This design comes from an exercise in tuning for small area, a short achievable clock period and few clock cycles per item on the open sky130 flow, not from production work.
RTL that was checked went through simulation tests only; none was proved equivalent to the original.
Function not checked in run 1: the RTL went through the layout flow alone.

==> flow/design.v, too long to show whole: its modules and the start of the top module <==
// module dmr_fec: 1940 lines
module dmr_fec (
    input  wire         clk,
    input  wire         rst,         
    input  wire         start,
    input  wire [1:0]   op,
    input  wire [195:0] din,
    output wire         ready,
    output reg          done,
    output reg  [195:0] dout,
    output reg          corr,
    output reg          fail,
    output reg  [7:0]   ncorr
);
  // ...
==> flow/flow/run.sh <==
#!/bin/bash
# Standard ORFS layout at the design's clock and constraints, with:
#  - repair_timing asked to leave a setup margin (shorter critical paths),
#  - plain buf_2 cells as the port buffers,
#  - no dummy loads in the clock tree.
bash standard.sh SETUP_SLACK_MARGIN=38.5 \
  BUFFER_PORTS_ARGS="-buffer_cell sky130_fd_sc_hd__buf_2" \
  CTS_ARGS="-sink_clustering_enable -repair_clock_nets -dont_use_dummy_load" \
  finish > standard.log 2>&1
==> flow/standard.sh <==
#!/bin/bash
# synth_recipe.tcl (not shown) runs the flow's synth.tcl, then flattens the netlist and writes it again
# the make line also repeats each setting of config.mk as NAME=value (left out here)
make -C /OpenROAD-flow-scripts/flow DESIGN_CONFIG=/design/flow/config.mk WORK_HOME=/design/flow/orfs CLKGATE_MAP_FILE= SYNTH_SCRIPT=/design/flow/synth_recipe.tcl "${@:-finish}"
==> flow/config.mk <==
export PLATFORM = sky130hd
export DESIGN_NAME = dmr_fec
export DESIGN_NICKNAME = dmr_fec
export VERILOG_FILES = /design/flow/design.v
export SDC_FILE = /design/flow/constraint.sdc
export NUM_CORES = 8
export LEC_CHECK = 0
export CAP_MARGIN = 30
export CORE_MARGIN = 2
export CORE_UTILIZATION = 35
export PLACE_DENSITY = 0.55
export SLEW_MARGIN = 20
==> flow/constraint.sdc <==
create_clock -name core_clock -period 50.0 [get_ports {clk}]
set_input_delay 10.0000 -clock core_clock [delete_from_list [all_inputs] [get_ports {clk}]]
set_output_delay 10.0000 -clock core_clock [all_outputs]
set_load 0.01 [all_outputs]
==> run notes, run 1 <==
status=complete, no violations; Yosys cell types=107; ranking of synthesized cells by area=dfxtp_1, edfxtp_1, xnor2_1; postcts setup bufs=120; antenna-violating nets left=0; most common cell after layout, fill and taps aside=xnor2_1; peak fanout along the critical path=4; crit-path max cell delay=0.61 ns; path length in cells of the critical path=1; root buffer cell=clkbuf_16; max frequency=86.8 MHz; share of cells above drive strength 1=29.4%; RSZ-0062 raised after global routing=true; worst hold start=npass[0]; # port buffers=408; fin crit period=11.52 ns; Simple-Gate Fraction of Synth Area=13.1%; Post-synth EDFFs=198; CTS tree=built; drt pass-1 iters=5; Seq/Total Area, Yosys=26.9%; worst-path cell chain=buf_2; GR Util All Layers=49.0%; met2 WL=155000 um; Primary FF master, synth=dfxtp_1; later-pin clock latency in the skew report=0.73 ns; crit path buf inv count=1; Slowest-stage cell, CP=dfxtp_1; Seq cells=614
==> run 2, diff against run 1 <==
--- a/flow/design.v
+++ b/flow/design.v
@@ -1916,17 +1916,17 @@
     wire iter_n = !rst && dec_act && !fin;
     always @(posedge clk) begin
         w0    <= pc_in;
         ncnt  <= ndiff;
         dout  <= dout_n;
         npass <= iter ? npass + 3'd1 : 3'd1;
         if (dec_act) begin
             fail  <= !consistent;
-            corr  <= consistent && (|pc_in[195:1]);    
+            corr  <= consistent && (ndiff != 8'd0);
             ncorr <= consistent ? ndiff : 8'd0;
         end else begin
             fail  <= (rop == 2'd3) && e_fail;
             corr  <= s_ed && (e_n != 4'd0);
             ncorr <= s_ed ? {4'd0, e_n} : 8'd0;
         end
         if (ready) begin
             rin <= din_m;
==> flow/run.sh (new file) <==
#!/bin/bash
# synth_recipe.tcl (not shown) runs the flow's synth.tcl, then flattens the netlist and writes it again
# the make line also repeats each setting of config.mk as NAME=value (left out here)
make -C /OpenROAD-flow-scripts/flow DESIGN_CONFIG=/design/flow/config.mk WORK_HOME=/design/flow/orfs CLKGATE_MAP_FILE= SYNTH_SCRIPT=/design/flow/synth_recipe.tcl finish
==> flow/config.mk (replaced) <==
export PLATFORM = sky130hd
export DESIGN_NAME = dmr_fec
export DESIGN_NICKNAME = dmr_fec
export VERILOG_FILES = /design/flow/design.v
export SDC_FILE = /design/flow/constraint.sdc
export NUM_CORES = 8
export LEC_CHECK = 0
export CAP_MARGIN = 30
export CORE_MARGIN = 2
export CORE_UTILIZATION = 35
export PLACE_DENSITY = 0.55
export SLEW_MARGIN = 40
removed: flow/flow/run.sh
removed: flow/standard.sh
==> run 2 against run 1 <==
- first-iteration DRC count is 1.1% higher
- worst setup slack worse by 2.8 ns
- hold slack better by 0.0048 ns
- critical path depth is 38 higher
- design area is 2.5% lower
- clock-buffer cell count is 30 higher
- still clean on timing, DRC and antenna
- fmax is 20% lower
- non-clock buffer count is 280 lower
==> run notes, run 2 <==
RSZ-0062 raised after global routing=false; max-slew violations=0; CP Data Required Time=50.61 ns; first-pass GRT wire length=447000 um; WL final=355000 um; most frequent CP cell=fa_1; share of flip-flops with an asynchronous set or reset=0%; final clock skew=0.0458 ns; status=complete, no violations; GP Congestion=1.11; share of Yosys cell area claimed by the top area cell type=15.6%; CP Launch Type=flip-flop; Ys Warns=1; CP arrival=14.94 ns; antenna-violating nets left=0 (unchanged); Seq/Total Area, Yosys=26.7% (-0.26 points); Die ar.=0.156 mm2; Final Net Count=6258; drt drc=0; vias per cell=6.12; Yosys cell types=115 (+7.5%); Longest Clk Path Bufs=3; count leader, synth=xnor2_1; root buffer cell=clkbuf_16; max frequency=69.8 MHz (-20%); pre-CTS WS=36.05 ns; Hold Crit Class=flip-flop to flip-flop; leading area contributor after synthesis=dfxtp_1; Largest regs=dout: 196 flops, rin: 196 flops, w0: 195 flops; share of cells above drive strength 1=14.3% (-15 points); Slew @ Worst Pin=1.13 ns; Synth Register Bits=614; final period utilization=28.7%; area of the core=0.152 mm2; site row count=143; number of global-route vias before repair=44200; final setup margin=35.67 ns; fin area=0.0647 mm2; most common cell after layout, fill and taps aside=xnor2_1; initial core utilization=35.2%; Slowest-stage cell, CP=or4_4; Crit Path Category=flip-flop to flip-flop; commonest cells in the netlist=xnor2_1, dfxtp_1, ha_1; crit-path max cell delay=0.77 ns (+0.16 ns); initial antenna violation count=54; largest net degree at the start of global routing=127; Primary FF master, synth=dfxtp_1; Syn Nets=5740; Hold Fails Final Rpt=0; relative slew slack=24.8%; Reg clk slew, reported paths=0.06 ns; Worst setup EP type=flip-flop; postcts setup bufs=0 (-100%); FILL cells=14700; setup TNS=0 ns; peak fanout along the critical path=44 (+40); Vias=47100; Mapped Avg Cell Area=10.6 um2; ranking of synthesized cells by area=dfxtp_1, edfxtp_1, xnor2_1; fin crit period=14.33 ns (+2.81 ns); # port buffers=408 (unchanged); commonest cells after routing, fill and taps aside=xnor2_1, dfxtp_1, clkdlybuf4s50_1; Die Y=395 um; later-pin clock latency in the skew report=0.73 ns (about the same); Setup-failing EPs final=0; H-Tree Depth=3; post-synthesis cell count=5061; post-cts resize count=0; GR Util All Layers=44.1% (-4.9 points); DR iter-0 viols=6885; Sink Count=614; Post-DP HPWL=301000 um; Die Width=395 um; Post-synth EDFFs=198 (unchanged); synthesized area=0.0535 mm2; Max Cap Viol=0; Avg WL per Cell=46.1 um; placed cell area=0.0617 mm2; area grow syn2layout=20.9%; CTS tree=built; drt pass-1 iters=6 (+1); CTS Buf Count=82; hold buffers post-CTS=0; Ports=409; final global-route overflow total=0
run 2: worst max-delay path: cells and delay by family (launching register included):
kind	cells	cell delay (ns)
xor+xnor	5	2.56
flops	1	0.51
fa+ha+maj	12	4.66
compound gates	6	1.89
buf+inv	10	1.99
simple gates	5	1.98
mux	1	0.37
run 2: area by class of cell:
type                    instances  area [um2]  area share (%)
diodes                         18        45.0          0.0696
clock buffers                 111        2280            3.53
clock inverters                41         609           0.942
inverters                     283        1070            1.65
multi-input cells            3973       38100            58.9
flip-flops and latches        614       14300            22.1
well taps                    2030        2540            3.92
repair buffers                625        5780            8.93
run 2: cells by family after synthesis:
kind of cell,share of synthesized area [%]
muxes,10.4
DFF,26.7
buffers and inverters,4.08
xor gates and xnor gates,25.3
AOI/OAI and AO/OA,8.21
and+or+nand+nor,12.4
adders and majority gates,12.9
run 2: worst paths after layout:
| check | slack [ns] | start | end | depth (start not counted) |
|---|---|---|---|---|
| worst max register to register | 35.67 | iter | dout[57] | 39 |
| worst min-delay path | 0.42 | npass[0] | npass[0] | 1 |
| worst min register to register | 0.42 | npass[0] | npass[0] | 1 |
| worst max-delay path | 35.67 | iter | dout[57] | 39 |
run 2: through the flow:
step	cells	hold WS (ns)	util [%]
floorplan	5061	0.384	-
global placement	7513	0.405	40.1
detailed placement	7520	0.403	40.6
CTS	7672	0.415	42.5
global route	7677	0.431	42.6
finish	7695	0.418	42.6
run 2: metal layers:
metal	up-vias	GRT usage [%]	share of wire, %	routed length, um
met5	-	0.647	0.13	463
met4	24	34.3	9.2	32700
met3	810	12.0	11	39000
met2	3313	64.0	42	148000
met1	24000	55.3	38	135000
li1	19000	-	-	-
Testbench counts of run 2, summed over its fixed seeds: cycles 5,628, items 4,800.

## re-timing with driven ports
No port has a modelled driver above. Below, the same layouts with a new extraction and two added sets of constraints.
Step 1 assumes that a clkbuf_16 drives the clock port and a buf_2 every other input.
Step 2 times the ports against the registers' clock, not the clock port: input delays grow and output delays shrink by t, the midpoint of the rising clock arrivals with the driver on.
Three values: ideal, step 1, step 2; two values: the first two.
run | t (ns) | slack for setup (ns) | worst data-port slew with drivers (ns)
run 1 | 0.790 | 38.483 / 38.388 / 37.850 | 0.11
run 2 | 0.796 | 35.673 / 35.673 / 35.673 | 0.14
After both steps every run listed still meets setup and hold. For run 1, which loses most, drivers alone change the setup slack by -0.095 ns; drivers and shift together by -0.633 ns.
